This design comes from an exercise in tuning for small area, a short achievable clock period and few clock cycles on the open sky130 flow, not from production work. Only simulation tests tie the RTL to the original design; equivalence was not proved.

==> flow/design.v, too long to show whole: its modules and the start of the top module <==
// module phase_step: 72 lines
// module add_rc: 19 lines
// module add_cs: 31 lines
// module inc_blk: 25 lines
// module osc_front: 17 lines
// module osc_mid: 11 lines
// module round24: 22 lines
// module sq_v: 769 lines
// module quant: 26 lines
// module lt_rc: 16 lines
// module ahb1_refill: 104 lines
module ahb1_refill (
    input  wire        clk,
    input  wire        rst,         
    input  wire        start,       
    input  wire        half,        
    input  wire        depth32,     
    input  wire        wave,        
    input  wire [31:0] inc,         
    output wire        ready,
    output wire        done,
    output wire [31:0] phase,
    output wire        mem_we,
    output wire [9:0]  mem_addr,
    output wire [15:0] mem_wdata
);
  // ...
==> flow/flow/run.sh <==
#!/bin/bash
# The standard layout (the standard.sh), with two changes to how it is
# made: the ports are buffered with buf_2 rather than the resizer's default
# choice, and repair_timing aims at a setup slack of at least
# SETUP_SLACK_MARGIN ns at the design's own clock period and constraints.
set -euo pipefail
export SETUP_SLACK_MARGIN=79.15
export BUFFER_PORTS_ARGS="-buffer_cell sky130_fd_sc_hd__buf_2"
bash standard.sh > standard_flow.log 2>&1
==> flow/standard.sh <==
#!/bin/bash
# synth_recipe.tcl (not shown) runs the flow's synth.tcl, then flattens the netlist and writes it again
# the make line also repeats each setting of config.mk as NAME=value (left out here)
make -C /OpenROAD-flow-scripts/flow DESIGN_CONFIG=/design/flow/config.mk WORK_HOME=/design/flow/orfs CLKGATE_MAP_FILE= SYNTH_SCRIPT=/design/flow/synth_recipe.tcl "${@:-finish}"
==> flow/config.mk <==
export PLATFORM = sky130hd
export DESIGN_NAME = ahb1_refill
export DESIGN_NICKNAME = ahb1_refill
export VERILOG_FILES = /design/flow/design.v
export SDC_FILE = /design/flow/constraint.sdc
export NUM_CORES = 4
export LEC_CHECK = 0
export ABC_AREA = 1
export CAP_MARGIN = 5
export CORE_MARGIN = 2
export CORE_UTILIZATION = 60
export PLACE_DENSITY = 0.7
export SLEW_MARGIN = 5
==> flow/constraint.sdc <==
create_clock -name core_clock -period 100.0 [get_ports {clk}]
set_input_delay 20.0000 -clock core_clock [delete_from_list [all_inputs] [get_ports {clk}]]
set_output_delay 20.0000 -clock core_clock [all_outputs]
set_load 0.01 [all_outputs]
==> results by group, run 1 <==
Final layout
  • Seq/total area: 16.7%
  • Fraction of area in multi-input gates: 66.5%
  • Largest regs: r2 (47), inc_r (31), ph_r (30)
  • Dominant kind of cell: multi-input combinational cells
  • Commonest non-fill, non-tap cell in the layout: nand2_1

Run status
  • Status: timing/DRC/antenna clean

Placement
  • Dpl cell area: 23900 um^2
  • RePlAce Congestion: 0.983

Setup path
  • Largest delay share family, worst path: flip-flops
  • CP max FO: 3

Yosys
  • Synth top area cells: fa_1 22%, nand2_1 15%, ha_1 13%
  • Post-synthesis register bit count: 167
  • Synth Cell Area: 23100 um^2
  • Async S/R FF share, synth: 0%

Die
  • # IOs: 99

Route
  • Routed len/inst: 18.4 um
  • Via count: 20.5k

CTS
  • CTS tree: done
  • Root Driver: clkbuf_16
  • Worst skew pair latency: 0.46 ns

GRT
  • Grt peak-use layer: met2

Min path
  • Worst hold path type: flop to flop
Testbench counts, summed over its fixed seeds: cycles 49,672.
==> inputs of run 2 (changes only) <==
--- a/flow/flow/run.sh
+++ b/flow/flow/run.sh
@@ -5,5 +5,5 @@
 # SETUP_SLACK_MARGIN ns at the design's own clock period and constraints.
 set -euo pipefail
-export SETUP_SLACK_MARGIN=79.15
+export SETUP_SLACK_MARGIN=79
 export BUFFER_PORTS_ARGS="-buffer_cell sky130_fd_sc_hd__buf_2"
 bash standard.sh > standard_flow.log 2>&1
--- a/flow/config.mk
+++ b/flow/config.mk
@@ -7,7 +7,7 @@
 export LEC_CHECK = 0
 export ABC_AREA = 1
-export CAP_MARGIN = 5
+export CAP_MARGIN = 0
 export CORE_MARGIN = 2
 export CORE_UTILIZATION = 60
 export PLACE_DENSITY = 0.7
-export SLEW_MARGIN = 5
+export SLEW_MARGIN = 0
==> results by group, run 2 <==
Min path
  • Hold Startpoint: r1[25]
  • Worst hold path type: flop to flop

Yosys
  • Synth Instances: 3046
  • Sequential share of the synthesized area: 17.9%
  • Async S/R FF share, synth: 0% (unchanged)
  • Area fraction of the dominant cell type after synthesis: 22.4%
  • Yosys warns: 3
  • Avg Inst Size Synth: 7.60 um^2
  • Cell taking the most area after synthesis: fa_1
  • Post-synthesis register bit count: 167 (unchanged)
  • Post-synth top cells: 938 x nand2_1, 454 x inv_1, 259 x fa_1
  • Number of synthesized flops with an enable pin: 81
  • Number of distinct library cells after synthesis: 66
  • Post-synth top flop: dfxtp_1
  • Synth top area cells: fa_1 22%, nand2_1 15%, ha_1 13%
  • Count leader, synth: nand2_1
  • Synth Cell Area: 23100 um^2 (unchanged)

CTS
  • Clk slew on worst S/H paths: 0.07 ns
  • Clock Tree Buf Depth: 2
  • H-Tree Depth: 4
  • Worst skew pair latency: 0.46 ns (about the same)
  • Hold_buf cts: 0
  • CTS tree: done
  • Clock sinks: 167
  • Root Driver: clkbuf_16
  • Total CTS buffers: 17

Final layout
  • Share of layout cells above drive strength 1: 9.53%
  • Top reg by flops: r2
  • Commonest non-fill, non-tap cells in the layout: 938 x nand2_1, 454 x inv_1, 259 x fa_1
  • Largest regs: r2 (47), inc_r (31), ph_r (30)
  • Commonest non-fill, non-tap cell in the layout: nand2_1
  • Largest register FFs: 47
  • Layout net count: 3634
  • Layout area overhead: 7.16%

STA
  • Clk_skew: 0.0179 ns
  • Min Hold Slack: 0.338 ns
  • Final number of hold-violating endpoints: 0
  • Setup TNS: 0 ns
  • Crit share post-route: 21.1%
  • Final setup vio count: 0
  • Slew Viols, Final: 0
  • Post-layout min period: 21.10 ns
  • Slew headroom: 15.5%
  • RSZ-0062 raised after global routing: yes
  • Least-Margin Pin Slew: 1.26 ns
  • Fmax: 47.4 MHz

Setup path
  • CP startpoint kind: flop
  • Largest delay share family, worst path: flip-flops
  • CP max stage cell: edfxtp_1
  • Crit. End Element: primary output
  • Worst R2R Start: ph_r[26]
  • Crit path required time: 80.00 ns
  • CP Cell Sequence: buf_2
  • Max incr delay on CP: 0.47 ns
  • CP max FO: 2 (-1)
  • Critical Path Start: ph_r[19]
  • Critical Path AT: 1.10 ns
  • WP buf/inv: 1
  • Crit Path Category: flop to primary output

Die
  • Full die area: 40200 um^2
  • Core Footprint: 37800 um^2
  • DIE WIDTH: 200 um
  • Initial core utilization: 61.2%
  • Cell Rows: 71
  • Die H: 200 um
  • # IOs: 99 (unchanged)

Run status
  • Status: timing/DRC/antenna clean

Route
  • Post-DR vias/cell: 5.63
  • Final ANT Viol Nets: 0
  • Drt total wl: 65900 um
  • Routed len/inst: 18.2 um (-1.2%)
  • Via count: 20.4k (-0.78%)
  • Initial DRC Count: 1677
  • First drt pass iteration count: 6
  • DRC: 0

GRT
  • Initial antenna violation count: 3
  • First-pass GRT wire length: 106000 um
  • Vias in the first global route: 20.2k
  • Pin count of the biggest net entering global routing: 63
  • GRT Util Overall: 33.3%
  • Grt ovf: 0

Placement
  • IO buf count: 95
  • Detailed-placement wirelength estimate: 51600 um
  • RePlAce Congestion: 0.956 (-2.7%)

Run
  • Max-cap violations: 0
-- run 2: cell counts after synthesis --
No cell type changed its count.
-- run 2: logic make-up after synthesis --
kind of cell             count (synthesis)  synth area share (%)
AND/OR/NAND/NOR                       1305                  23.5
other                                    1                0.0162
XOR/XNOR                                81                  3.10
flip-flops                             167                  17.9
AO/OA/AOI/OAI                          375                  9.26
adder cells (fa/ha/maj)                502                  35.5
multiplexers                             6                 0.259
buffers and inverters                  609                  10.4
-- run 2: per-stage QoR --
stage          cells  util, %  cell area (um^2)  setup slack, ns
3_5_place_dp    3549     63.1             23900            78.44
3_3_place_gp    3549     63.1             23900            78.40
5_1_grt         3618     65.5             24800            78.90
6_report        3619     65.5             24800            78.90
4_1_cts         3610     65.3             24700            78.88
2_1_floorplan   3047        -             23200            79.07
-- run 2: cell type report --
type,instances,area (um^2)
fillers,3359,13000
multi-input cells,2271,16600
well taps,511,639
clock inverters,15,155
flip-flops and latches,167,4180
clock buffers,17,425
repair buffers,161,996
diodes,1,2.50
inverters,476,1800
-- run 2: path summary, 6_finish.rpt --
| path | to | slack (ns) | cells after the start |
|---|---|---|---|
| setup / recovery | phase[19] | 78.90 | 1 |
| hold / removal | r2[47] | 0.34 | 0 |
| setup reg to reg | ph_r[29] | 80.75 | 89 |
| hold reg to reg | r2[47] | 0.34 | 0 |
-- run 2: per-layer routing --
layer	vias to the layer above	GRT usage, %	wire length [um]
met1	9779	43.2	27000
met3	141	5.32	4620
met2	784	56.7	32100
met4	0	11.6	2130
li1	9673	-	-
met5	-	0	0
-- run 2: timing repair --
action | 4_1_cts | 5_1_grt
pin swaps | 0 | 0
setup buffers | 29 | 8
endpoints found under the setup margin | 48 | 46
gates resized for setup | 13 | 8
==> inputs of run 3 (changes only) <==
--- a/flow/config.mk
+++ b/flow/config.mk
@@ -7,7 +7,7 @@
 export LEC_CHECK = 0
 export ABC_AREA = 1
-export CAP_MARGIN = 0
+export CAP_MARGIN = 5
 export CORE_MARGIN = 2
-export CORE_UTILIZATION = 60
-export PLACE_DENSITY = 0.7
-export SLEW_MARGIN = 0
+export CORE_UTILIZATION = 70
+export PLACE_DENSITY = 0.8
+export SLEW_MARGIN = 5
==> results by group, run 3 <==
GRT
  • Initial antenna violation count: 0 (-3)
  • Pin count of the biggest net entering global routing: 63 (unchanged)
  • First-pass GRT wire length: 105000 um (-0.55%)
  • Vias in the first global route: 21.2k (+5.2%)
  • Grt ovf: 0 (unchanged)
  • GRT Util Overall: 39.4% (+6.1 points)

Yosys
  • Cell taking the most area after synthesis: fa_1
  • Post-synth top cells: 938 x nand2_1, 454 x inv_1, 259 x fa_1
  • Synth Instances: 3046 (unchanged)
  • Count leader, synth: nand2_1
  • Async S/R FF share, synth: 0% (unchanged)
  • Area fraction of the dominant cell type after synthesis: 22.4% (unchanged)
  • Number of synthesized flops with an enable pin: 81 (unchanged)
  • Avg Inst Size Synth: 7.60 um^2 (unchanged)
  • Number of distinct library cells after synthesis: 66 (unchanged)
  • Yosys warns: 3 (unchanged)
  • Synth Cell Area: 23100 um^2 (unchanged)
  • Post-synthesis register bit count: 167 (unchanged)
  • Post-synth top flop: dfxtp_1
  • Synth top area cells: fa_1 22%, nand2_1 15%, ha_1 13%
  • Sequential share of the synthesized area: 17.9% (unchanged)

Die
  • Cell Rows: 66 (-7.0%)
  • Core Footprint: 32500 um^2 (-14%)
  • Initial core utilization: 71.2% (+10 points)
  • Die H: 186 um (-7.3%)
  • # IOs: 99 (unchanged)
  • DIE WIDTH: 186 um (-7.3%)
  • Full die area: 34500 um^2 (-14%)

STA
  • Final Worst Setup Slack: 78.90 ns (-0.000600 ns)
  • RSZ-0062 raised after global routing: yes
  • Clk_skew: 0.0109 ns (-0.00698 ns)
  • Final setup vio count: 0 (unchanged)
  • Least-Margin Pin Slew: 0.955 ns (-0.308 ns)
  • Setup TNS: 0 ns (unchanged)
  • Post-layout min period: 21.10 ns (+0.000600 ns)
  • Slew Viols, Final: 0 (unchanged)
  • Crit share post-route: 21.1% (about the same)
  • Final number of hold-violating endpoints: 0 (unchanged)
  • Fmax: 47.4 MHz (about the same)
  • Slew headroom: 36.3% (+21 points)

Placement
  • Place WS: 78.26 ns (-0.181 ns)
  • RePlAce Congestion: 1.00 (+4.7%)
  • Dpl cell area: 23800 um^2 (-0.33%)
  • Placed cells: 3481 (-1.9%)
  • Detailed-placement wirelength estimate: 50400 um (-2.3%)
  • IO buf count: 95 (unchanged)

Route
  • Final ANT Viol Nets: 0 (unchanged)
  • Via count: 21.0k (+3.1%)
  • Top sig layer: met4
  • Met2 wire length: 32200 um (+0.21%)
  • First drt pass iteration count: 6 (unchanged)
  • DRC: 0 (unchanged)
  • Initial DRC Count: 1739 (+3.7%)
  • M1 wire length: 24700 um (-8.7%)
  • Routed len/inst: 18.7 um (+2.6%)
  • Drt total wl: 66300 um (+0.54%)
  • DR WL met3: 5040 um (+9.2%)
  • Post-DR vias/cell: 5.92 (+5.2%)

CTS
  • Root Driver: clkbuf_16
  • Clock Tree Buf Depth: 2 (unchanged)
  • Clock sinks: 167 (unchanged)
  • CTS tree: done
  • H-Tree Depth: 4 (unchanged)
  • Clk slew on worst S/H paths: 0.07 ns (about the same)
  • Total CTS buffers: 17 (unchanged)
  • Worst skew pair latency: 0.45 ns (about the same)
  • Hold_buf cts: 0 (unchanged)

Final layout
  • Commonest non-fill, non-tap cells in the layout: 938 x nand2_1, 454 x inv_1, 259 x fa_1
  • Commonest non-fill, non-tap cell in the layout: nand2_1
  • Largest regs: r2 (47), inc_r (31), ph_r (30)
  • Layout net count: 3631 (-0.083%)
  • Post-Layout Cell Count: 3546 (-2.0%)
  • Largest register FFs: 47 (unchanged)
  • Fillers: 2428 (-28%)
  • Layout area overhead: 6.66%
  • Share of layout cells above drive strength 1: 9.47% (-0.055 points)
  • Top reg by flops: r2
  • Final non-filler cell area: 24700 um^2 (-0.46%)
  • # diodes: 0 (-1)
  • Post-Route Utilization: 75.9% (+10 points)

Min path
  • Hold Startpoint: r1[25]
  • Worst hold path type: flop to flop

Setup path
  • Crit path required time: 80.00 ns (about the same)
  • CP startpoint kind: flop
  • Max incr delay on CP: 0.48 ns (about the same)
  • Critical Path Start: ph_r[15]
  • Critical Path AT: 1.10 ns (about the same)
  • Crit Path Category: flop to primary output
  • Worst R2R Start: ph_r[24]
  • CP Cell Sequence: buf_6
  • Largest delay share family, worst path: flip-flops
  • CP max stage cell: edfxtp_1
  • Crit. End Element: primary output
  • WP buf/inv: 1 (unchanged)
  • CP max FO: 2 (unchanged)

Run status
  • Status: timing/DRC/antenna clean

Run
  • Max-cap violations: 0 (unchanged)
-- run 3: area by class of cell --
cell class / instances / area [um^2] / area share (%)
multi-input cells: 2272 / 16600 / 67.4
flip-flops and latches: 167 / 4170 / 16.9
inverters: 476 / 1790 / 7.26
repair buffers: 157 / 978 / 3.96
well taps: 442 / 553 / 2.24
clock buffers: 21 / 470 / 1.91
clock inverters: 11 / 83.8 / 0.340
-- run 3: kinds of logic after synthesis --
kind of cell    Yosys count  share of synthesized area (%)
fa+ha+maj               502                           35.5
simple gates           1305                           23.5
xor+xnor                 81                           3.10
flops                   167                           17.9
other cells               1                         0.0162
compound gates          375                           9.26
mux                       6                          0.259
buf+inv                 609                           10.4
-- run 3: stage by stage --
stage	hold slack (ns)
floorplan	0.310
global placement	0.315
detailed placement	0.318
CTS	0.335
global route	0.337
finish	0.334
-- run 3: worst paths after layout --
check               to  slack (ns)  depth (start not counted)
min             r2[47]        0.33                          0
max          phase[15]       78.90                          1
min reg2reg     r2[47]        0.33                          0
max reg2reg   ph_r[29]       81.15                         91
-- run 3: what timing repair did --
| item | CTS | global route |
|---|---|---|
| buffers inserted | 26 | 6 |
| cloned | 0 | 1 |
| endpoints found under the setup margin | 48 | 36 |
| pin swaps | 0 | 1 |
| resized for setup | 10 | 9 |
-- run 3: per-layer routing --
layer  up-vias  global-route usage, %
met4         0                   25.5
met5         -                      0
li1       9672                      -
met3       314                   5.83
met2      1085                   66.9
met1      9934                   46.8
-- run 3: worst reg2reg max path: cells and delay by family, from the launching register on --
kind,cells,cell delay (ns)
flops,1,0.42
compound gates,9,1.57
buf+inv,16,3.39
fa+ha+maj,19,5.35
xor+xnor,2,0.78
simple gates,45,7.10
==> inputs of run 4 (changes only) <==
--- a/flow/config.mk
+++ b/flow/config.mk
@@ -10,4 +10,6 @@
 export CORE_MARGIN = 2
 export CORE_UTILIZATION = 70
+export CTS_CLUSTER_DIAMETER = 200
+export CTS_CLUSTER_SIZE = 40
 export PLACE_DENSITY = 0.8
 export SLEW_MARGIN = 5
==> results by group, run 4 <==
Final layout
  • Post-Route Utilization: 75.9% (unchanged)
  • Commonest non-fill, non-tap cell in the layout: nand2_1
  • Post-Layout Cell Count: 3546 (unchanged)
  • Final non-filler cell area: 24700 um^2 (unchanged)
  • Top reg by flops: r2
  • Largest regs: r2 (47), inc_r (31), ph_r (30)
  • Largest register FFs: 47 (unchanged)
  • Commonest non-fill, non-tap cells in the layout: 938 x nand2_1, 454 x inv_1, 259 x fa_1
  • Layout net count: 3631 (unchanged)
  • Share of layout cells above drive strength 1: 9.47% (unchanged)
  • # diodes: 0 (unchanged)
  • Layout area overhead: 6.66% (unchanged)

Die
  • Cell Rows: 66 (unchanged)
  • Initial core utilization: 71.2% (unchanged)
  • Full die area: 34500 um^2 (unchanged)
  • Die H: 186 um (unchanged)
  • # IOs: 99 (unchanged)
  • DIE WIDTH: 186 um (unchanged)
  • Core Footprint: 32500 um^2 (unchanged)

Setup path
  • CP max FO: 2 (unchanged)
  • Crit path to: phase[15]
  • Critical Path Start: ph_r[15]
  • WP buf/inv: 1 (unchanged)
  • Worst R2R End: ph_r[29]
  • R2r setup slk: 81.15 ns (about the same)
  • Crit Path Category: flop to primary output
  • Largest delay share family, worst path: flip-flops
  • Crit path required time: 80.00 ns (about the same)
  • Worst reg2reg path depth: 91 (unchanged)
  • Critical Path AT: 1.10 ns (about the same)
  • Max incr delay on CP: 0.48 ns (about the same)
  • CP Depth: 1 (unchanged)
  • CP Cell Sequence: buf_6
  • Crit. End Element: primary output
  • CP max stage cell: edfxtp_1
  • CP startpoint kind: flop
  • Worst R2R Start: ph_r[24]

Placement
  • RePlAce Congestion: 1.00 (unchanged)
  • Dpl cell area: 23800 um^2 (unchanged)
  • IO buf count: 95 (unchanged)
  • Detailed-placement wirelength estimate: 50400 um (unchanged)
  • Placed cells: 3481 (unchanged)

Yosys
  • Area fraction of the dominant cell type after synthesis: 22.4% (unchanged)
  • Synth Cell Area: 23100 um^2 (unchanged)
  • Post-synth top cells: 938 x nand2_1, 454 x inv_1, 259 x fa_1
  • Synth top area cells: fa_1 22%, nand2_1 15%, ha_1 13%
  • Count leader, synth: nand2_1
  • Number of synthesized flops with an enable pin: 81 (unchanged)
  • Cell taking the most area after synthesis: fa_1
  • Yosys warns: 3 (unchanged)
  • Sequential share of the synthesized area: 17.9% (unchanged)
  • Post-synthesis register bit count: 167 (unchanged)
  • Number of distinct library cells after synthesis: 66 (unchanged)
  • Avg Inst Size Synth: 7.60 um^2 (unchanged)
  • Post-synth top flop: dfxtp_1
  • Async S/R FF share, synth: 0% (unchanged)
  • Synth Instances: 3046 (unchanged)

STA
  • Final setup vio count: 0 (unchanged)
  • RSZ-0062 raised after global routing: yes
  • Slew headroom: 36.3% (unchanged)
  • Setup TNS: 0 ns (unchanged)
  • Post-layout min period: 21.10 ns (unchanged)
  • Fmax: 47.4 MHz (unchanged)
  • Crit share post-route: 21.1% (unchanged)
  • Clk_skew: 0.0109 ns (unchanged)
  • Final number of hold-violating endpoints: 0 (unchanged)
  • Min Hold Slack: 0.334 ns (unchanged)
  • Least-Margin Pin Slew: 0.955 ns (unchanged)
  • Slew Viols, Final: 0 (unchanged)

Run
  • Max-cap violations: 0 (unchanged)

Route
  • Post-DR vias/cell: 5.92 (unchanged)
  • First drt pass iteration count: 6 (unchanged)
  • Final ANT Viol Nets: 0 (unchanged)
  • Drt total wl: 66300 um (unchanged)
  • DRC: 0 (unchanged)
  • Routed len/inst: 18.7 um (unchanged)
  • Via count: 21.0k (unchanged)
  • Initial DRC Count: 1739 (unchanged)

GRT
  • Met2 track demand over resource: 66.9% (unchanged)
  • Met3 usage: 5.83% (unchanged)
  • Vias in the first global route: 21.2k (unchanged)
  • Pin count of the biggest net entering global routing: 63 (unchanged)
  • Grt peak-use layer: met2
  • Grt met1 use: 46.8% (unchanged)
  • GRT Util Overall: 39.4% (unchanged)
  • Grt ovf: 0 (unchanged)
  • First-pass GRT wire length: 105000 um (unchanged)
  • Initial antenna violation count: 0 (unchanged)

Run status
  • Status: timing/DRC/antenna clean

CTS
  • Worst skew pair latency: 0.45 ns (about the same)
  • Clock Tree Buf Depth: 2 (unchanged)
  • H-Tree Depth: 4 (unchanged)
  • Clk slew on worst S/H paths: 0.07 ns (about the same)
  • CTS tree: done
  • Root Driver: clkbuf_16
  • Clock sinks: 167 (unchanged)
  • Total CTS buffers: 17 (unchanged)
  • Hold_buf cts: 0 (unchanged)

Min path
  • Worst hold path type: flop to flop
## run 4: cell counts in the layout (fill, tap and decap cells not counted)
Identical to the previous run, type by type.
## run 4: area by class of cell
type	instances	area, um^2
clock buffers	21	470
clock inverters	11	83.8
fillers	2428	7850
inverters	476	1790
multi-input cells	2272	16600
flip-flops and latches	167	4170
well taps	442	553
repair buffers	157	978
## run 4: how the worst min path moves through the flow
stage                       from      to  slack (ns)  cells after the start
after floorplan           r1[25]  r2[47]        0.31                      0
after global placement    r1[25]  r2[47]        0.32                      0
after detailed placement  r1[25]  r2[47]        0.32                      0
after CTS                 r1[25]  r2[47]        0.33                      0
after global routing      r1[25]  r2[47]        0.34                      0
final                     r1[25]  r2[47]        0.33                      0
## run 4: cell families (layout without fill, tap and decap cells)
| logic type | after synthesis | in the layout | share of synthesized area, % |
|---|---|---|---|
| simple gates | 1305 | 1306 | 23.5 |
| buf+inv | 609 | 665 | 10.4 |
| mux | 6 | 6 | 0.259 |
| xor+xnor | 81 | 81 | 3.10 |
| fa+ha+maj | 502 | 502 | 35.5 |
| other cells | 1 | 2 | 0.0162 |
| compound gates | 375 | 375 | 9.26 |
| flops | 167 | 167 | 17.9 |
## run 4: timing repair
item,4_1_cts,5_1_grt
setup buffers,26,6
cloned,0,1
resized for setup,10,9
pin swaps,0,1
setup endpoints to repair,48,36
## run 4: per-layer routing
metal / vias up / part of all wire [%]
met5: - / 0
met3: 314 / 7.6
li1: 9672 / -
met2: 1085 / 49
met1: 9934 / 37
met4: 0 / 6.6
## run 4: metrics by stage
stage / setup slack, ns
floorplan: 79.07
global placement: 78.32
detailed placement: 78.26
CTS: 78.92
global route: 78.90
finish: 78.90
==> inputs of run 5 (changes only) <==
--- a/flow/config.mk
+++ b/flow/config.mk
@@ -10,6 +10,6 @@
 export CORE_MARGIN = 2
 export CORE_UTILIZATION = 70
-export CTS_CLUSTER_DIAMETER = 200
-export CTS_CLUSTER_SIZE = 40
+export CTS_CLUSTER_DIAMETER = 150
+export CTS_CLUSTER_SIZE = 25
 export PLACE_DENSITY = 0.8
 export SLEW_MARGIN = 5
==> results by group, run 5 <==
Final layout
  • Largest register FFs: 47 (unchanged)
  • Layout area overhead: 6.66% (unchanged)
  • Layout net count: 3631 (unchanged)
  • Fillers: 2428 (unchanged)
  • Final non-filler cell area: 24700 um^2 (unchanged)
  • Top reg by flops: r2
  • Post-Layout Cell Count: 3546 (unchanged)
  • Commonest non-fill, non-tap cells in the layout: 938 x nand2_1, 454 x inv_1, 259 x fa_1
  • Largest regs: r2 (47), inc_r (31), ph_r (30)
  • Post-Route Utilization: 75.9% (unchanged)
  • # diodes: 0 (unchanged)
  • Commonest non-fill, non-tap cell in the layout: nand2_1
  • Share of layout cells above drive strength 1: 9.47% (unchanged)

STA
  • Post-layout min period: 21.10 ns (unchanged)
  • Crit share post-route: 21.1% (unchanged)
  • Setup TNS: 0 ns (unchanged)
  • Clk_skew: 0.0109 ns (unchanged)
  • Fmax: 47.4 MHz (unchanged)
  • Final setup vio count: 0 (unchanged)
  • Final number of hold-violating endpoints: 0 (unchanged)
  • Final Worst Setup Slack: 78.90 ns (unchanged)
  • Min Hold Slack: 0.334 ns (unchanged)
  • Slew Viols, Final: 0 (unchanged)
  • Least-Margin Pin Slew: 0.955 ns (unchanged)
  • RSZ-0062 raised after global routing: yes
  • Slew headroom: 36.3% (unchanged)

Yosys
  • Avg Inst Size Synth: 7.60 um^2 (unchanged)
  • Synth Instances: 3046 (unchanged)
  • Count leader, synth: nand2_1
  • Number of synthesized flops with an enable pin: 81 (unchanged)
  • Synth top area cells: fa_1 22%, nand2_1 15%, ha_1 13%
  • Post-synthesis register bit count: 167 (unchanged)
  • Synth Cell Area: 23100 um^2 (unchanged)
  • Sequential share of the synthesized area: 17.9% (unchanged)
  • Adder-Cell Fraction of Synth Area: 35.5% (unchanged)
  • Main combinational cell family by area after synthesis: adder cells
  • Number of distinct library cells after synthesis: 66 (unchanged)
  • Cell taking the most area after synthesis: fa_1
  • Yosys warns: 3 (unchanged)
  • Compound-cell area share of the yosys netlist: 9.26% (unchanged)
  • Post-synthesis simple-gate area fraction: 23.5% (unchanged)
  • Post-synth top cells: 938 x nand2_1, 454 x inv_1, 259 x fa_1
  • Post-synth top flop: dfxtp_1
  • Async S/R FF share, synth: 0% (unchanged)
  • Post-synthesis mux area share: 0.259% (unchanged)
  • Area fraction of the dominant cell type after synthesis: 22.4% (unchanged)
  • Synth Area in XOR/XNOR: 3.10% (unchanged)

Route
  • Initial DRC Count: 1739 (unchanged)
  • DRC: 0 (unchanged)
  • Via count: 21.0k (unchanged)
  • Drt total wl: 66300 um (unchanged)
  • Routed len/inst: 18.7 um (unchanged)
  • Post-DR vias/cell: 5.92 (unchanged)
  • Final ANT Viol Nets: 0 (unchanged)
  • First drt pass iteration count: 6 (unchanged)

Die
  • Full die area: 34500 um^2 (unchanged)
  • Cell Rows: 66 (unchanged)
  • DIE WIDTH: 186 um (unchanged)
  • Core Footprint: 32500 um^2 (unchanged)
  • Initial core utilization: 71.2% (unchanged)
  • Die H: 186 um (unchanged)
  • # IOs: 99 (unchanged)

Setup path
  • CP max FO: 2 (unchanged)
  • Worst reg2reg path depth: 91 (unchanged)
  • Crit Path Category: flop to primary output
  • Critical Path AT: 1.10 ns (about the same)
  • CP max stage cell: edfxtp_1
  • R2r setup slk: 81.15 ns (about the same)
  • WP buf/inv: 1 (unchanged)
  • Crit path required time: 80.00 ns (about the same)
  • Worst R2R End: ph_r[29]
  • Crit. End Element: primary output
  • CP Cell Sequence: buf_6
  • Largest delay share family, worst path: flip-flops
  • CP startpoint kind: flop
  • Max incr delay on CP: 0.48 ns (about the same)
  • Worst R2R Start: ph_r[24]

CTS
  • Clock sinks: 167 (unchanged)
  • Total CTS buffers: 17 (unchanged)
  • Worst skew pair latency: 0.45 ns (about the same)
  • Hold_buf cts: 0 (unchanged)
  • Clk slew on worst S/H paths: 0.07 ns (about the same)
  • CTS tree: done
  • Root Driver: clkbuf_16
  • H-Tree Depth: 4 (unchanged)
  • Clock Tree Buf Depth: 2 (unchanged)

GRT
  • Vias in the first global route: 21.2k (unchanged)
  • Grt ovf: 0 (unchanged)
  • Initial antenna violation count: 0 (unchanged)
  • Grt peak-use layer: met2
  • Met3 usage: 5.83% (unchanged)
  • Pin count of the biggest net entering global routing: 63 (unchanged)
  • First-pass GRT wire length: 105000 um (unchanged)
  • GRT Util Overall: 39.4% (unchanged)
  • Grt met1 use: 46.8% (unchanged)
  • Met2 track demand over resource: 66.9% (unchanged)

Min path
  • Hold Path End: r2[47]
  • Worst hold path type: flop to flop
  • Hold Path Depth: 0 (unchanged)
  • Hold Startpoint: r1[25]

Run
  • Max-cap violations: 0 (unchanged)

Placement
  • Dpl cell area: 23800 um^2 (unchanged)
  • RePlAce Congestion: 1.00 (unchanged)
  • Detailed-placement wirelength estimate: 50400 um (unchanged)
  • Place WS: 78.26 ns (unchanged)
  • IO buf count: 95 (unchanged)
  • Placed cells: 3481 (unchanged)

Run status
  • Status: timing/DRC/antenna clean
==> run 5: routing by layer <==
metal | part of all wire (%) | wire [um]
met2 | 49 | 32200
met1 | 37 | 24700
met5 | 0 | 0
met3 | 7.6 | 5040
met4 | 6.6 | 4340
==> run 5: worst max-delay path by stage <==
stage / startpoint / end / cells after the start
after detailed placement: rst / ph_r[2] / 4
after CTS: ph_r[0] / phase[0] / 1
final: ph_r[15] / phase[15] / 1
after global placement: rst / ph_r[2] / 4
after floorplan: rst / ph_r[10] / 4
after global routing: ph_r[19] / phase[19] / 1
==> run 5: what timing repair did <==
item | CTS | global route
buffers inserted | 26 | 6
setup endpoints to repair | 48 | 36
pin swaps | 0 | 1
gates resized for setup | 10 | 9
hold endpoints to repair | 0 | 0
gates cloned | 0 | 1
==> run 5: cell type report <==
class | instances | area [um^2] | share of cell area, %
Inverter | 476 | 1790 | 7.26
Tap cell | 442 | 553 | 2.24
Timing Repair Buffer | 157 | 978 | 3.96
Clock buffer | 21 | 470 | 1.91
Sequential cell | 167 | 4170 | 16.9
Multi-Input combinational cell | 2272 | 16600 | 67.4
Clock inverter | 11 | 83.8 | 0.340
==> run 5: kinds of logic after synthesis <==
logic type	after synthesis
AND/OR/NAND/NOR	1305
buffers and inverters	609
adder cells (fa/ha/maj)	502
AO/OA/AOI/OAI	375
flip-flops	167
XOR/XNOR	81
multiplexers	6
other	1
==> module phase_step, before the edit <==
module phase_step (
    input  wire [29:0] p,       
    input  wire [30:0] inc,     
    input  wire        smp,     
    input  wire        clr,     
    output reg  [29:0] pn,      
    output wire [25:0] vs,
    output wire        sts
);
    wire [7:0]  ep = {1'b0, p[29:23]};
    wire [7:0]  ei = inc[30:23];
    wire [7:0]  epe = (ep == 8'd0) ? 8'd1 : ep;
    wire [7:0]  eie = (ei == 8'd0) ? 8'd1 : ei;
    wire [23:0] mp = {ep != 8'd0, p[22:0]};
    wire [23:0] mi = {ei != 8'd0, inc[22:0]};
    wire [7:0]  d_ip = eie - epe;
    wire [7:0]  d_pi = epe - eie;
    wire        ip   = (eie > epe);
    wire [7:0]  d    = ip ? d_ip : d_pi;
    wire [7:0]  ex   = ip ? eie : epe;
    wire [23:0] mx   = ip ? mi : mp;
    wire [7:0]  rs  = 8'd126 - epe;
    wire [23:0] msh = (ip | smp) ? mp : mi;
    wire [7:0]  dsh = smp ? rs : d;
    reg  [25:0] v;
    reg         st;
    integer     k;
    always @* begin
        v  = {msh, 2'b00};
        st = 1'b0;
        for (k = 0; k < 5; k = k + 1)
            if (dsh[k]) begin
                st = st | (|(v & ((26'd1 << (1 << k)) - 26'd1)));
                v  = v >> (1 << k);
            end
        if (dsh[7:5] != 3'd0) begin
            v  = 26'd0;
            st = |msh;
        end
    end
    assign vs  = v;
    assign sts = st;
    wire [23:0] s24;
    wire        c24;
    add_cs #(.W(24), .B(8)) u_add (.a(mx), .b(v[25:2]), .ci(1'b0), .s(s24), .co(c24));
    wire        s_lo = v[0] | st;
    wire [23:0] m   = c24 ? {1'b1, s24[23:1]} : s24;
    wire        g   = c24 ? s24[0] : v[1];
    wire        s   = c24 ? (v[1] | s_lo) : s_lo;
    wire        rnd = g & (s | m[0]);
    wire [23:0] mr;
    wire        mco;
    inc_blk #(.W(24), .B(6)) u_rnd (.x(m), .c(rnd), .y(mr), .co(mco));
    wire [8:0]  eq = (mco | mr[23]) ? ({1'b0, ex} + {8'd0, c24} + {8'd0, mco}) : 9'd0;
    wire        isq  = (eq < 9'd127);
    wire [4:0]  kk   = eq[4:0] + 5'd1;               
    wire [22:0] fm   = isq ? 23'h7FFFFF : (23'h7FFFFF >> kk);
    wire [23:0] gq   = {mr[23] & isq, mr[22:0] & fm};
    wire        z4 = ~isq & ~|gq[23:8];
    wire [23:0] n1 = z4 ? {gq[7:0], 16'd0} : gq;
    wire        z3 = ~isq & ~|n1[23:16];
    wire [23:0] n2 = z3 ? {n1[15:0], 8'd0} : n1;
    wire        z2 = ~isq & ~|n2[23:20];
    wire [23:0] n3 = z2 ? {n2[19:0], 4'd0} : n2;
    wire        z1 = ~isq & ~|n3[23:22];
    wire [23:0] n4 = z1 ? {n3[21:0], 2'd0} : n3;
    wire        z0 = ~isq & ~n4[23];
    wire [23:0] n5 = z0 ? {n4[22:0], 1'b0} : n4;
    wire [8:0]  en   = eq - {4'd0, z4, z3, z2, z1, z0};
    wire        zero = clr | (~isq & ((eq >= 9'd150) | ~n5[23]));
    always @* pn = zero ? 30'd0 : {en[6:0], n5[22:0]};
endmodule
==> inputs of run 6 (changes only) <==
--- a/flow/design.v
+++ b/flow/design.v
@@ -14,13 +14,9 @@
     wire [23:0] mp = {ep != 8'd0, p[22:0]};
     wire [23:0] mi = {ei != 8'd0, inc[22:0]};
-    wire [7:0]  d_ip = eie - epe;
-    wire [7:0]  d_pi = epe - eie;
     wire        ip   = (eie > epe);
-    wire [7:0]  d    = ip ? d_ip : d_pi;
     wire [7:0]  ex   = ip ? eie : epe;
     wire [23:0] mx   = ip ? mi : mp;
-    wire [7:0]  rs  = 8'd126 - epe;
+    wire [7:0]  dsh = (smp ? 8'd126 : ex) - ((smp | ip) ? epe : eie);
     wire [23:0] msh = (ip | smp) ? mp : mi;
-    wire [7:0]  dsh = smp ? rs : d;
     reg  [25:0] v;
     reg         st;
--- a/flow/config.mk
+++ b/flow/config.mk
@@ -9,7 +9,5 @@
 export CAP_MARGIN = 5
 export CORE_MARGIN = 2
-export CORE_UTILIZATION = 70
-export CTS_CLUSTER_DIAMETER = 150
-export CTS_CLUSTER_SIZE = 25
-export PLACE_DENSITY = 0.8
+export CORE_UTILIZATION = 60
+export PLACE_DENSITY = 0.7
 export SLEW_MARGIN = 5
==> results by group, run 6 <==
GRT
  • Grt ovf: 0 (unchanged)
  • Vias in the first global route: 20.1k (-5.1%)
  • Pin count of the biggest net entering global routing: 62 (-1.6%)
  • Initial antenna violation count: 0 (unchanged)
  • First-pass GRT wire length: 103000 um (-2.8%)
  • GRT Util Overall: 33.2% (-6.2 points)

CTS
  • Clk slew on worst S/H paths: 0.09 ns (+0.02 ns)
  • Total CTS buffers: 17 (unchanged)
  • H-Tree Depth: 4 (unchanged)
  • Clock Tree Buf Depth: 2 (unchanged)
  • Root Driver: clkbuf_16
  • Clock sinks: 167 (unchanged)
  • CTS tree: done
  • Worst skew pair latency: 0.47 ns (+0.02 ns)

Run status
  • Status: timing/DRC/antenna clean

Placement
  • Dpl cell area: 23800 um^2 (about the same)
  • Detailed-placement wirelength estimate: 50500 um (+0.14%)
  • RePlAce Congestion: 0.947 (-5.4%)
  • IO buf count: 95 (unchanged)

Yosys
  • Number of distinct library cells after synthesis: 62 (-6.1%)
  • Number of synthesized flops with an enable pin: 81 (unchanged)
  • Synth top area cells: fa_1 22%, nand2_1 15%, ha_1 13%
  • Post-synth top cells: 922 x nand2_1, 451 x inv_1, 258 x fa_1
  • Synth Instances: 3009 (-1.2%)
  • Post-synthesis register bit count: 167 (unchanged)
  • Async S/R FF share, synth: 0% (unchanged)
  • Post-synth top flop: dfxtp_1
  • Yosys warns: 3 (unchanged)
  • Synth Cell Area: 23000 um^2 (-0.52%)
  • Count leader, synth: nand2_1
  • Sequential share of the synthesized area: 18.0% (+0.095 points)
  • Area fraction of the dominant cell type after synthesis: 22.4% (+0.031 points)
  • Avg Inst Size Synth: 7.65 um^2 (+0.70%)
  • Cell taking the most area after synthesis: fa_1

STA
  • Slew headroom: 38.4% (+2.1 points)
  • Slew Viols, Final: 0 (unchanged)
  • RSZ-0062 raised after global routing: yes
  • Least-Margin Pin Slew: 0.923 ns (-0.0321 ns)
  • Crit share post-route: 21.2% (+0.079 points)
  • Min Hold Slack: 0.372 ns (+0.0382 ns)
  • Post-layout min period: 21.18 ns (+0.0791 ns)
  • Fmax: 47.2 MHz (-0.37%)
  • Setup TNS: 0 ns (unchanged)
  • Final setup vio count: 0 (unchanged)
  • Clk_skew: 0.0257 ns (+0.0148 ns)
  • Final number of hold-violating endpoints: 0 (unchanged)

Min path
  • Worst hold path type: flop to flop

Final layout
  • Layout net count: 3615 (-0.44%)
  • Commonest non-fill, non-tap cell in the layout: nand2_1
  • Share of layout cells above drive strength 1: 10.8% (+1.4 points)
  • Top reg by flops: r2
  • Commonest non-fill, non-tap cells in the layout: 920 x nand2_1, 451 x inv_1, 258 x fa_1
  • Largest regs: r2 (47), inc_r (31), ph_r (30)
  • Largest register FFs: 47 (unchanged)
  • Layout area overhead: 7.77%
  • Final non-filler cell area: 24800 um^2 (+0.51%)

Setup path
  • CP max FO: 3 (+1)
  • WP buf/inv: 1 (unchanged)
  • CP startpoint kind: flop
  • Critical Path AT: 1.18 ns (+0.08 ns)
  • Largest delay share family, worst path: flip-flops
  • Crit. End Element: primary output
  • Crit Path Category: flop to primary output
  • CP Cell Sequence: buf_2
  • Crit path required time: 80.00 ns (about the same)
  • Max incr delay on CP: 0.51 ns (+0.03 ns)
  • CP max stage cell: edfxtp_1

Die
  • Cell Rows: 71 (+7.6%)
  • Die H: 200 um (+7.6%)
  • Core Footprint: 37800 um^2 (+16%)
  • Initial core utilization: 61.0% (-10 points)
  • Full die area: 40000 um^2 (+16%)
  • DIE WIDTH: 200 um (+7.6%)
  • # IOs: 99 (unchanged)

Route
  • Routed len/inst: 17.9 um (-4.0%)
  • Post-DR vias/cell: 5.61 (-5.3%)
  • First drt pass iteration count: 8 (+2)
  • Final ANT Viol Nets: 0 (unchanged)
  • DRC: 0 (unchanged)
  • Drt total wl: 64600 um (-2.6%)
  • Via count: 20.2k (-3.9%)
  • Initial DRC Count: 1498 (-14%)

Run
  • Max-cap violations: 0 (unchanged)
[run 6: layout make-up]
class	count	area, um^2
multi-input cells	2242	16500
fillers	3306	12900
flip-flops and latches	167	4180
inverters	476	1790
repair buffers	171	1070
well taps	511	639
clock buffers	17	425
clock inverters	15	184
diodes	1	2.50
[run 6: worst reg2reg max path: cells and delay by family (launching register included)]
| kind | cells | cell delay, ns |
|---|---|---|
| buffers and inverters | 14 | 2.93 |
| AND/OR/NAND/NOR | 36 | 5.82 |
| XOR/XNOR | 2 | 0.51 |
| AO/OA/AOI/OAI | 15 | 3.29 |
| flip-flops | 1 | 0.40 |
| adder cells (fa/ha/maj) | 18 | 5.60 |
[run 6: kinds of logic (layout without fill, tap and decap cells)]
logic type	Yosys count	in the layout	share of synthesized area (%)
xor+xnor	73	73	2.78
other cells	1	3	0.0163
fa+ha+maj	502	502	35.7
buf+inv	602	679	10.3
compound gates	367	367	9.29
simple gates	1290	1291	23.5
flops	167	167	18.0
mux	7	7	0.331
[run 6: metrics by stage]
step | utilization, % | setup WS, ns | cells
final | 65.7 | 78.82 | 3600
after global routing | 65.7 | 78.80 | 3599
after CTS | 65.4 | 78.80 | 3586
after detailed placement | 63.1 | 78.32 | 3523
after global placement | 63.1 | 78.32 | 3523
after floorplan | - | 79.01 | 3010
[run 6: layer usage]
| layer | vias to the layer above | part of all wire (%) | global-route usage, % |
|---|---|---|---|
| li1 | 9609 | - | - |
| met1 | 9705 | 41 | 42.5 |
| met2 | 739 | 49 | 56.5 |
| met3 | 138 | 7.2 | 6.67 |
| met4 | 0 | 2.8 | 11.3 |
| met5 | - | 0 | 0 |
[run 6: what timing repair did]
action,in CTS,in global routing
resized for setup,16,4
pin swaps,0,1
hold buffers,0,0
hold endpoints to repair,0,0
gates cloned,0,1
setup endpoints to repair,74,51
setup buffers,31,11
[run 6: final timing paths]
path / startpoint / endpoint / slack, ns / depth (start not counted)
setup / recovery: ph_r[11] / phase[11] / 78.82 / 1
hold / removal: r1[25] / r2[47] / 0.37 / 0
setup reg to reg: ph_r[23] / ph_r[28] / 81.20 / 85
hold reg to reg: r1[25] / r2[47] / 0.37 / 0
Testbench counts of run 6, summed over its fixed seeds: cycles 49,672.
==> module ahb1_refill, before the edit <==
module ahb1_refill (
    input  wire        clk,
    input  wire        rst,         
    input  wire        start,       
    input  wire        half,        
    input  wire        depth32,     
    input  wire        wave,        
    input  wire [31:0] inc,         
    output wire        ready,
    output wire        done,
    output wire [31:0] phase,
    output wire        mem_we,
    output wire [9:0]  mem_addr,
    output wire [15:0] mem_wdata
);
    reg        idle_r;      
    reg        done_r;
    reg        wait_r;      
    reg        pre_r;       
    reg        we_r;
    reg [9:0]  addr_r;      
    reg [15:0] wd_r;
    reg [29:0] ph_r;        
    reg [30:0] inc_r;       
    reg        depth_r;
    reg        wave_r;
    reg [25:0] r1;          
    reg [47:0] r2;
    wire [29:0] ph_next;
    wire [25:0] sv;
    wire        sst;
    wire        adv;
    phase_step u_step (.p(ph_r), .inc(inc_r), .smp(~adv), .clr(rst), .pn(ph_next), .vs(sv), .sts(sst));
    wire [25:0] front;
    osc_front u_front (.v(sv), .st(sst), .wave(wave_r), .r(front));
    wire        mid_sign;
    wire [46:0] mid_v;
    osc_mid u_mid (.r(r1), .wave(wave_r), .sign(mid_sign), .V(mid_v));
    wire [46:0] y;
    round24 u_round (.V(r2[46:0]), .Y(y));
    wire        hi;
    wire [15:0] word;
    quant u_quant (.sign(r2[47]), .Y(y), .depth32(depth_r), .hiw(hi), .w(word));
    always @(posedge clk) begin
        r1 <= front;
        r2 <= {mid_sign, mid_v};
    end
    wire [9:0] a_perm = depth_r ? {addr_r[9:2], addr_r[0], addr_r[1]} : addr_r;
    wire [9:0] a_inc  = a_perm + 10'd1;
    wire [9:0] a_next = depth_r ? {a_inc[9:2], a_inc[0], a_inc[1]} : a_inc;
    wire [9:0] a_t    = we_r ? a_next : addr_r;       
    wire       last   = depth_r ? (addr_r[8:0] == 9'h1FF) : (addr_r[7:0] == 8'hFF);
    assign     hi     = depth_r & ~a_t[0];
    wire       ld     = depth_r ? ~a_t[1] : ~a_t[0];
    assign     adv    = pre_r ? ~depth_r
                      : depth_r ? (a_t[1:0] == 2'b10)
                      : (a_t[0] & (a_t[7:0] != 8'hFF));
    assign ready     = idle_r;
    assign done      = done_r;
    assign phase     = {2'b00, ph_r};
    assign mem_we    = we_r;
    assign mem_addr  = addr_r;
    assign mem_wdata = wd_r;
    always @(posedge clk) begin
        if (rst) begin
            idle_r <= 1'b1;
            done_r <= 1'b0;
            wait_r <= 1'b0;
            pre_r  <= 1'b0;
            we_r   <= 1'b0;
        end else begin
            done_r <= 1'b0;
            wait_r <= 1'b0;
            pre_r  <= wait_r;
            if (idle_r) begin
                if (start) begin
                    idle_r <= 1'b0;
                    wait_r <= 1'b1;
                end
            end else if (wait_r) begin
            end else if (we_r && last) begin
                idle_r <= 1'b1;
                done_r <= 1'b1;
                we_r   <= 1'b0;
            end else begin
                if (!pre_r) we_r <= 1'b1;
            end
        end
    end
    always @(posedge clk)
        if (rst || (!idle_r && !wait_r && !(we_r && last) && adv))
            ph_r <= ph_next;
    always @(posedge clk) begin
        if (idle_r) begin
            inc_r   <= inc[30:0];
            depth_r <= depth32;
            wave_r  <= wave;
            addr_r  <= {half & depth32, half & ~depth32, 8'd0};
        end else begin
            addr_r  <= a_t;
            if (ld) wd_r <= word;
        end
    end
endmodule
==> inputs of run 7 (changes only) <==
--- a/flow/design.v
+++ b/flow/design.v
@@ -14,9 +14,13 @@
     wire [23:0] mp = {ep != 8'd0, p[22:0]};
     wire [23:0] mi = {ei != 8'd0, inc[22:0]};
-    wire        ip   = (eie > epe);
+    wire [7:0]  d_ip = eie - epe;
+    wire [7:0]  d_pi = epe - eie;
+    wire        ip   = ~smp & (eie > epe);
+    wire [7:0]  d    = ip ? d_ip : d_pi;
     wire [7:0]  ex   = ip ? eie : epe;
     wire [23:0] mx   = ip ? mi : mp;
-    wire [7:0]  dsh = (smp ? 8'd126 : ex) - ((smp | ip) ? epe : eie);
+    wire [7:0]  rs  = 8'd126 - epe;
     wire [23:0] msh = (ip | smp) ? mp : mi;
+    wire [7:0]  dsh = smp ? rs : d;
     reg  [25:0] v;
     reg         st;
@@ -39,9 +43,10 @@
     wire [23:0] s24;
     wire        c24;
-    add_cs #(.W(24), .B(8)) u_add (.a(mx), .b(v[25:2]), .ci(1'b0), .s(s24), .co(c24));
-    wire        s_lo = v[0] | st;
+    wire [25:0] va   = v & {26{~smp}};
+    add_cs #(.W(24), .B(8)) u_add (.a(mx), .b(va[25:2]), .ci(1'b0), .s(s24), .co(c24));
+    wire        s_lo = va[0] | (st & ~smp);
     wire [23:0] m   = c24 ? {1'b1, s24[23:1]} : s24;
-    wire        g   = c24 ? s24[0] : v[1];
-    wire        s   = c24 ? (v[1] | s_lo) : s_lo;
+    wire        g   = c24 ? s24[0] : va[1];
+    wire        s   = c24 ? (va[1] | s_lo) : s_lo;
     wire        rnd = g & (s | m[0]);
     wire [23:0] mr;
@@ -1047,5 +1052,5 @@
     quant u_quant (.sign(r2[47]), .Y(y), .depth32(depth_r), .hiw(hi), .w(word));
     always @(posedge clk) begin
-        r1 <= front;
+        if (!adv) r1 <= front;
         r2 <= {mid_sign, mid_v};
     end
@@ -1056,8 +1061,8 @@
     wire       last   = depth_r ? (addr_r[8:0] == 9'h1FF) : (addr_r[7:0] == 8'hFF);
     assign     hi     = depth_r & ~a_t[0];
-    wire       ld     = depth_r ? ~a_t[1] : ~a_t[0];
-    assign     adv    = pre_r ? ~depth_r
-                      : depth_r ? (a_t[1:0] == 2'b10)
-                      : (a_t[0] & (a_t[7:0] != 8'hFF));
+    wire       run    = ~idle_r & ~wait_r & ~(we_r & last);
+    assign     adv    = run & (pre_r ? ~depth_r
+                             : depth_r ? (a_t[1:0] == 2'b10)
+                             : (a_t[0] & (a_t[7:0] != 8'hFF)));
     assign ready     = idle_r;
     assign done      = done_r;
@@ -1093,6 +1098,5 @@
     end
     always @(posedge clk)
-        if (rst || (!idle_r && !wait_r && !(we_r && last) && adv))
-            ph_r <= ph_next;
+        ph_r <= ph_next;
     always @(posedge clk) begin
         if (idle_r) begin
@@ -1103,6 +1107,7 @@
         end else begin
             addr_r  <= a_t;
-            if (ld) wd_r <= word;
         end
     end
+    always @(posedge clk)
+        wd_r <= word;
 endmodule
==> results by group, run 7 <==
Run status
  • Status: timing/DRC/antenna clean

STA
  • Fmax: 47.4 MHz (+0.41%)
  • Slew headroom: 19.4% (-19 points)
  • Final Worst Setup Slack: 78.91 ns (+0.0866 ns)
  • Final setup vio count: 0 (unchanged)
  • Least-Margin Pin Slew: 1.21 ns (+0.287 ns)
  • Clk_skew: 0.0146 ns (-0.0111 ns)
  • Crit share post-route: 21.1% (-0.087 points)
  • Post-layout min period: 21.09 ns (-0.0866 ns)
  • Slew Viols, Final: 0 (unchanged)
  • Final number of hold-violating endpoints: 0 (unchanged)
  • RSZ-0062 raised after global routing: yes
  • Setup TNS: 0 ns (unchanged)

Final layout
  • # diodes: 0 (-1)
  • Layout net count: 3680 (+1.8%)
  • Post-Layout Cell Count: 3672 (+2.0%)
  • Largest regs: r2 (47), inc_r (31), ph_r (30)
  • Fillers: 3442 (+4.1%)
  • Layout area overhead: 6.65%
  • Largest register FFs: 47 (unchanged)
  • Top reg by flops: r2
  • Commonest non-fill, non-tap cells in the layout: 893 x nand2_1, 460 x inv_1, 259 x fa_1
  • Share of layout cells above drive strength 1: 12.0% (+1.1 points)
  • Final non-filler cell area: 25000 um^2 (+0.78%)
  • Commonest non-fill, non-tap cell in the layout: nand2_1

CTS
  • H-Tree Depth: 4 (unchanged)
  • Hold_buf cts: 0 (unchanged)
  • Clock Tree Buf Depth: 2 (unchanged)
  • Total CTS buffers: 17 (unchanged)
  • Clk slew on worst S/H paths: 0.08 ns (about the same)
  • Root Driver: clkbuf_16
  • Clock sinks: 167 (unchanged)
  • Worst skew pair latency: 0.48 ns (about the same)
  • CTS tree: done

Yosys
  • Post-synthesis register bit count: 167 (unchanged)
  • Avg Inst Size Synth: 7.56 um^2 (-1.2%)
  • Area fraction of the dominant cell type after synthesis: 22.1% (-0.32 points)
  • Cell taking the most area after synthesis: fa_1
  • Number of distinct library cells after synthesis: 69 (+11%)
  • Sequential share of the synthesized area: 16.9% (-1.2 points)
  • Count leader, synth: nand2_1
  • Synth Cell Area: 23500 um^2 (+1.8%)
  • Yosys warns: 3 (unchanged)
  • Synth Instances: 3103 (+3.1%)
  • Number of synthesized flops with an enable pin: 61 (-25%)
  • Synth top area cells: fa_1 22%, nand2_1 14%, ha_1 13%
  • Async S/R FF share, synth: 0% (unchanged)
  • Post-synth top cells: 894 x nand2_1, 460 x inv_1, 259 x fa_1
  • Post-synth top flop: dfxtp_1

Setup path
  • Crit Path Category: flop to primary output
  • CP Cell Sequence: buf_2
  • Crit path required time: 80.00 ns (about the same)
  • Max incr delay on CP: 0.44 ns (-0.07 ns)
  • CP max stage cell: edfxtp_1
  • WP buf/inv: 1 (unchanged)
  • CP startpoint kind: flop
  • Critical Path AT: 1.09 ns (-0.09 ns)
  • Largest delay share family, worst path: flip-flops
  • CP max FO: 2 (-1)
  • Crit. End Element: primary output

Die
  • Cell Rows: 72 (+1.4%)
  • Initial core utilization: 60.7% (-0.31 points)
  • Core Footprint: 38600 um^2 (+2.4%)
  • DIE WIDTH: 202 um (+0.90%)
  • Full die area: 40700 um^2 (+1.8%)
  • # IOs: 99 (unchanged)
  • Die H: 202 um (+0.90%)

Placement
  • Dpl cell area: 24100 um^2 (+1.0%)
  • Detailed-placement wirelength estimate: 49700 um (-1.6%)
  • IO buf count: 95 (unchanged)
  • Place WS: 77.96 ns (-0.362 ns)
  • RePlAce Congestion: 0.958 (+1.2%)
  • Placed cells: 3612 (+2.5%)

Route
  • Final ANT Viol Nets: 0 (unchanged)
  • Post-DR vias/cell: 5.55 (-1.0%)
  • DRC: 0 (unchanged)
  • Routed len/inst: 17.2 um (-4.1%)
  • Initial DRC Count: 1442 (-3.7%)
  • Via count: 20.4k (+0.95%)
  • Drt total wl: 63200 um (-2.1%)
  • First drt pass iteration count: 7 (-1)

GRT
  • Grt ovf: 0 (unchanged)
  • GRT Util Overall: 32.2% (-1.0 points)
  • Grt met1 use: 39.3% (-3.2 points)
  • Vias in the first global route: 20.6k (+2.3%)
  • Pin count of the biggest net entering global routing: 63 (+1.6%)
  • First-pass GRT wire length: 104000 um (+1.5%)
  • Met2 track demand over resource: 56.4% (-0.14 points)
  • Met3 usage: 5.49% (-1.2 points)
  • Grt peak-use layer: met2
  • Initial antenna violation count: 0 (unchanged)

Min path
  • Worst hold path type: flop to flop

Run
  • Max-cap violations: 0 (unchanged)
## run 7: cell count changes in the layout (fill, tap and decap cells not counted), moves of 14 or more
cell / delta
dfxtp_4: +19
buf_4: -14
edfxtp_1: -20
nor2_1: +52
a21oi_2: -17
o21ai_1: +17
nand2_1: -27
## run 7: per-layer routing
metal	vias up	share of wire [%]
met3	166	6.6
li1	9793	-
met1	9655	40
met5	-	0
met2	768	50
met4	0	4.2
## run 7: what timing repair did
item / 4_1_cts / 5_1_grt
endpoints found under the setup margin: 69 / 23
endpoints found under the hold margin: 0 / 0
buffers inserted: 15 / 13
gates resized for setup: 58 / 10
## run 7: cell type report
class	instances	area [um^2]	share of cell area (%)
tap	518	648	2.59
sequential	167	4060	16.2
clock inverter	15	180	0.720
clock buffer	17	425	1.70
timing repair buffer	155	937	3.75
inverter	495	1860	7.45
multi-input combinational	2305	16900	67.6
## run 7: per-stage QoR
stage	util [%]	hold WS, ns
6_report	64.7	0.351
5_1_grt	64.7	0.371
4_1_cts	64.4	0.355
3_5_place_dp	62.3	0.330
3_3_place_gp	62.3	0.327
2_1_floorplan	-	0.323
## run 7: logic make-up after synthesis
family,Yosys count,synth area share (%)
adder cells (fa/ha/maj),501,35.0
multiplexers,7,0.320
XOR/XNOR,78,2.99
AO/OA/AOI/OAI,374,9.37
AND/OR/NAND/NOR,1343,24.3
buffers and inverters,632,11.2
flip-flops,167,16.9
other,1,0.0160
## run 7: worst register-to-register path, delay by kind of cell (launching register included)
kind	cells	cell delay [ns]
simple gates	36	5.53
xor+xnor	2	0.44
flops	1	0.34
fa+ha+maj	19	5.45
buf+inv	16	2.46
compound gates	16	4.40
## run 7: path summary, 6_finish.rpt
kind                            startpoint           to  slack (ns)  cells after the start
worst max-delay path             addr_r[8]  mem_addr[8]       78.91                      1
worst min register to register      r1[25]       r2[47]        0.35                      0
worst max register to register    ph_r[28]     ph_r[29]       81.26                     89
worst min-delay path                r1[25]       r2[47]        0.35                      0
Testbench counts of run 7, summed over its fixed seeds: cycles 49,672.
==> inputs of run 8 (changes only) <==
--- a/flow/design.v
+++ b/flow/design.v
@@ -1033,4 +1033,5 @@
     reg [30:0] inc_r;       
     reg        depth_r;
+    reg        half_r;
     reg        wave_r;
     reg [25:0] r1;          
@@ -1104,9 +1105,11 @@
             depth_r <= depth32;
             wave_r  <= wave;
-            addr_r  <= {half & depth32, half & ~depth32, 8'd0};
-        end else begin
-            addr_r  <= a_t;
+            half_r  <= half;
         end
     end
+    wire [9:0] base_in = {half & depth32, half & ~depth32, 8'd0};
+    wire [9:0] base_r  = {half_r & depth_r, half_r & ~depth_r, 8'd0};
+    always @(posedge clk)
+        addr_r <= we_r ? a_next : (idle_r ? base_in : base_r);
     always @(posedge clk)
         wd_r <= word;
--- a/flow/config.mk
+++ b/flow/config.mk
@@ -9,5 +9,5 @@
 export CAP_MARGIN = 5
 export CORE_MARGIN = 2
-export CORE_UTILIZATION = 60
-export PLACE_DENSITY = 0.7
+export CORE_UTILIZATION = 70
+export PLACE_DENSITY = 0.8
 export SLEW_MARGIN = 5
==> results by group, run 8 <==
STA
  • Slew Viols, Final: 0 (unchanged)
  • Post-layout min period: 20.99 ns (-0.0967 ns)
  • Fmax: 47.6 MHz (+0.46%)
  • Least-Margin Pin Slew: 1.08 ns (-0.133 ns)
  • Slew headroom: 28.2% (+8.9 points)
  • Final number of hold-violating endpoints: 0 (unchanged)
  • Final setup vio count: 0 (unchanged)
  • Setup TNS: 0 ns (unchanged)
  • RSZ-0062 raised after global routing: yes
  • Clk_skew: 0.0177 ns (+0.00307 ns)
  • Crit share post-route: 21.0% (-0.097 points)
  • Final Worst Setup Slack: 79.01 ns (+0.0967 ns)

Die
  • Core Footprint: 32600 um^2 (-16%)
  • Die H: 186 um (-7.7%)
  • Initial core utilization: 71.3% (+11 points)
  • # IOs: 99 (unchanged)
  • Cell Rows: 66 (-8.3%)
  • Full die area: 34700 um^2 (-15%)
  • DIE WIDTH: 186 um (-7.7%)

Setup path
  • WP buf/inv: 1 (unchanged)
  • Crit. End Element: primary output
  • Crit path required time: 80.00 ns (about the same)
  • Worst R2R End: ph_r[29]
  • CP startpoint kind: flop
  • Critical Path AT: 0.99 ns (-0.10 ns)
  • Worst reg2reg path depth: 90 (+1.1%)
  • Worst R2R Start: ph_r[23]
  • Crit Path Category: flop to primary output
  • CP Cell Sequence: buf_4
  • Max incr delay on CP: 0.37 ns (-0.07 ns)
  • CP max stage cell: dfxtp_4
  • R2r setup slk: 80.84 ns (-0.42 ns)
  • CP max FO: 5 (+3)
  • Largest delay share family, worst path: flip-flops
  • CP Depth: 1 (unchanged)

Route
  • Post-DR vias/cell: 5.90 (+6.2%)
  • DR WL met3: 5140 um (+23%)
  • DRC: 0 (unchanged)
  • Final ANT Viol Nets: 0 (unchanged)
  • Top sig layer: met4
  • Initial DRC Count: 1577 (+9.4%)
  • First drt pass iteration count: 6 (-1)
  • Routed len/inst: 18.1 um (+5.1%)
  • Via count: 20.9k (+2.8%)
  • M1 wire length: 23700 um (-5.6%)
  • Met2 wire length: 31500 um (+0.75%)
  • Drt total wl: 64300 um (+1.7%)

Final layout
  • Layout area overhead: 5.84%
  • Top reg by flops: r2
  • Largest register FFs: 47 (unchanged)
  • # diodes: 0 (unchanged)
  • Share of layout cells above drive strength 1: 10.1% (-1.9 points)
  • Commonest non-fill, non-tap cells in the layout: 894 x nand2_1, 456 x inv_1, 259 x fa_1
  • Layout net count: 3638 (-1.1%)
  • Commonest non-fill, non-tap cell in the layout: nand2_1
  • Largest regs: r2 (47), inc_r (31), ph_r (30)

Yosys
  • Synth top area cells: fa_1 22%, nand2_1 14%, ha_1 13%
  • Number of distinct library cells after synthesis: 69 (unchanged)
  • Yosys warns: 3 (unchanged)
  • Post-synth top cells: 894 x nand2_1, 456 x inv_1, 259 x fa_1
  • Synth Instances: 3082 (-0.68%)
  • Count leader, synth: nand2_1
  • Sequential share of the synthesized area: 17.0% (+0.19 points)
  • Async S/R FF share, synth: 0% (unchanged)
  • Synth Cell Area: 23200 um^2 (-0.87%)
  • Area fraction of the dominant cell type after synthesis: 22.3% (+0.19 points)
  • Post-synth top flop: dfxtp_1
  • Post-synthesis register bit count: 168 (+0.60%)
  • Avg Inst Size Synth: 7.54 um^2 (-0.19%)
  • Number of synthesized flops with an enable pin: 60 (-1.6%)
  • Cell taking the most area after synthesis: fa_1

Run status
  • Status: timing/DRC/antenna clean

CTS
  • CTS tree: done
  • Worst skew pair latency: 0.47 ns (about the same)
  • Clock Tree Buf Depth: 2 (unchanged)
  • Clock sinks: 168 (+0.60%)
  • Clk slew on worst S/H paths: 0.08 ns (about the same)
  • H-Tree Depth: 4 (unchanged)
  • Root Driver: clkbuf_16
  • Total CTS buffers: 17 (unchanged)
  • Hold_buf cts: 0 (unchanged)

Placement
  • Detailed-placement wirelength estimate: 49400 um (-0.57%)
  • Place WS: 78.62 ns (+0.659 ns)
  • RePlAce Congestion: 0.979 (+2.1%)
  • IO buf count: 95 (unchanged)

GRT
  • Grt ovf: 0 (unchanged)
  • Initial antenna violation count: 0 (unchanged)
  • Vias in the first global route: 21.1k (+2.4%)
  • First-pass GRT wire length: 104000 um (about the same)
  • GRT Util Overall: 38.5% (+6.3 points)
  • Pin count of the biggest net entering global routing: 63 (unchanged)

Min path
  • Hold Path End: r2[47]
  • Worst hold path type: flop to flop
  • Hold Path Depth: 0 (unchanged)
  • Hold Startpoint: r1[25]

Run
  • Max-cap violations: 0 (unchanged)
==> run 8: cell types whose count changed in the layout (fill, tap and decap cells not counted), sizes merged, moves of 4 or more <==
cell | before | now
nor2 | 231 | 167
nand3 | 67 | 107
a21oi | 51 | 82
buf | 155 | 132
inv | 501 | 489
nand2 | 924 | 915
nand4 | 48 | 42
o211ai | 8 | 2
o21ai | 258 | 252
xnor2 | 36 | 30
nor4 | 20 | 16
or2 | 18 | 14
xor2 | 42 | 46
==> run 8: area by class of cell <==
class / instances / area (um^2)
clock buffers: 19 / 453
well taps: 442 / 553
repair buffers: 132 / 772
flip-flops and latches: 168 / 4040
inverters: 486 / 1830
clock inverters: 13 / 136
fillers: 2487 / 8010
multi-input cells: 2293 / 16800
==> run 8: how the worst max path moves through the flow <==
stage,from,to,slack (ns)
finish,ph_r[24],phase[24],79.01
global placement,rst,ph_r[18],78.64
CTS,ph_r[24],phase[24],78.95
global route,ph_r[24],phase[24],78.98
detailed placement,rst,ph_r[18],78.62
floorplan,idle_r,ready,79.24
==> run 8: cells by family (layout without fill, tap and decap cells) <==
| kind of cell | Yosys count | count (layout) | synth area share [%] |
|---|---|---|---|
| AND/OR/NAND/NOR | 1304 | 1304 | 23.7 |
| buffers and inverters | 622 | 650 | 10.6 |
| adder cells (fa/ha/maj) | 502 | 502 | 35.4 |
| AO/OA/AOI/OAI | 397 | 397 | 9.73 |
| flip-flops | 168 | 168 | 17.0 |
| XOR/XNOR | 76 | 76 | 2.94 |
| multiplexers | 12 | 12 | 0.554 |
| other | 1 | 2 | 0.0161 |
==> run 8: timing repair <==
action,in CTS,in global routing
buffers inserted,4,3
hold endpoints to repair,0,0
endpoints found under the setup margin,28,17
resized for setup,41,14
==> run 8: layer usage <==
metal / global-route usage (%) / up-vias
met5: 0 / -
met4: 24.0 / 0
met3: 7.11 / 279
met2: 65.8 / 1096
met1: 45.1 / 9829
li1: - / 9741
==> run 8: metrics by stage <==
stage	cells	cell area (um^2)	util (%)	hold WS [ns]
final	3553	24600	75.4	0.349
after global routing	3553	24600	75.4	0.364
after CTS	3550	24600	75.3	0.352
after detailed placement	3514	23900	73.2	0.335
after global placement	3514	23900	73.2	0.330
after floorplan	3083	23300	-	0.323
Testbench counts of run 8, summed over its fixed seeds: cycles 49,672.

-- port drivers added, routing unchanged --
In the flow no input, the clock included, has a driving cell. The finished layouts below were timed again as built, in two steps. Step 1 assumes that a clkbuf_16 drives the clock port and a buf_2 every other input. Step 2 moves the port delays by t, midway between the first and last clock arrival at a register: inputs arrive t later, outputs are due t later. That takes back most of the time a late clock gives input paths. Three values: no drivers, after step 1, after step 2; two values: the first two.
run	t, ns	slack for setup (ns)	worst hold slack (ns)	worst register clock-pin slew, ns	worst slew at a driven data input, ns
run 1	0.503	78.882 / 78.826 / 78.770	0.330 / 0.330 / 0.330	0.08 / 0.08	0.05
run 2	0.496	78.904 / 78.855 / 78.638	0.338 / 0.338 / 0.338	0.08 / 0.08	0.04
run 3	0.498	78.903 / 78.849 / 78.554	0.334 / 0.334 / 0.334	0.07 / 0.07	0.04
run 4	0.498	78.903 / 78.849 / 78.554	0.334 / 0.334 / 0.334	0.07 / 0.07	0.04
run 5	0.498	78.903 / 78.849 / 78.554	0.334 / 0.334 / 0.334	0.07 / 0.07	0.04
run 6	0.514	78.824 / 78.771 / 78.451	0.372 / 0.372 / 0.372	0.09 / 0.09	0.04
run 7	0.526	78.911 / 78.857 / 78.764	0.351 / 0.351 / 0.351	0.08 / 0.08	0.05
run 8	0.506	79.008 / 78.956 / 78.541	0.349 / 0.349 / 0.349	0.08 / 0.08	0.07
After both steps setup and hold are still met in every run listed. The setup slack of run 8, which loses most, moves by -0.052 ns with the drivers and by -0.467 ns with both steps.
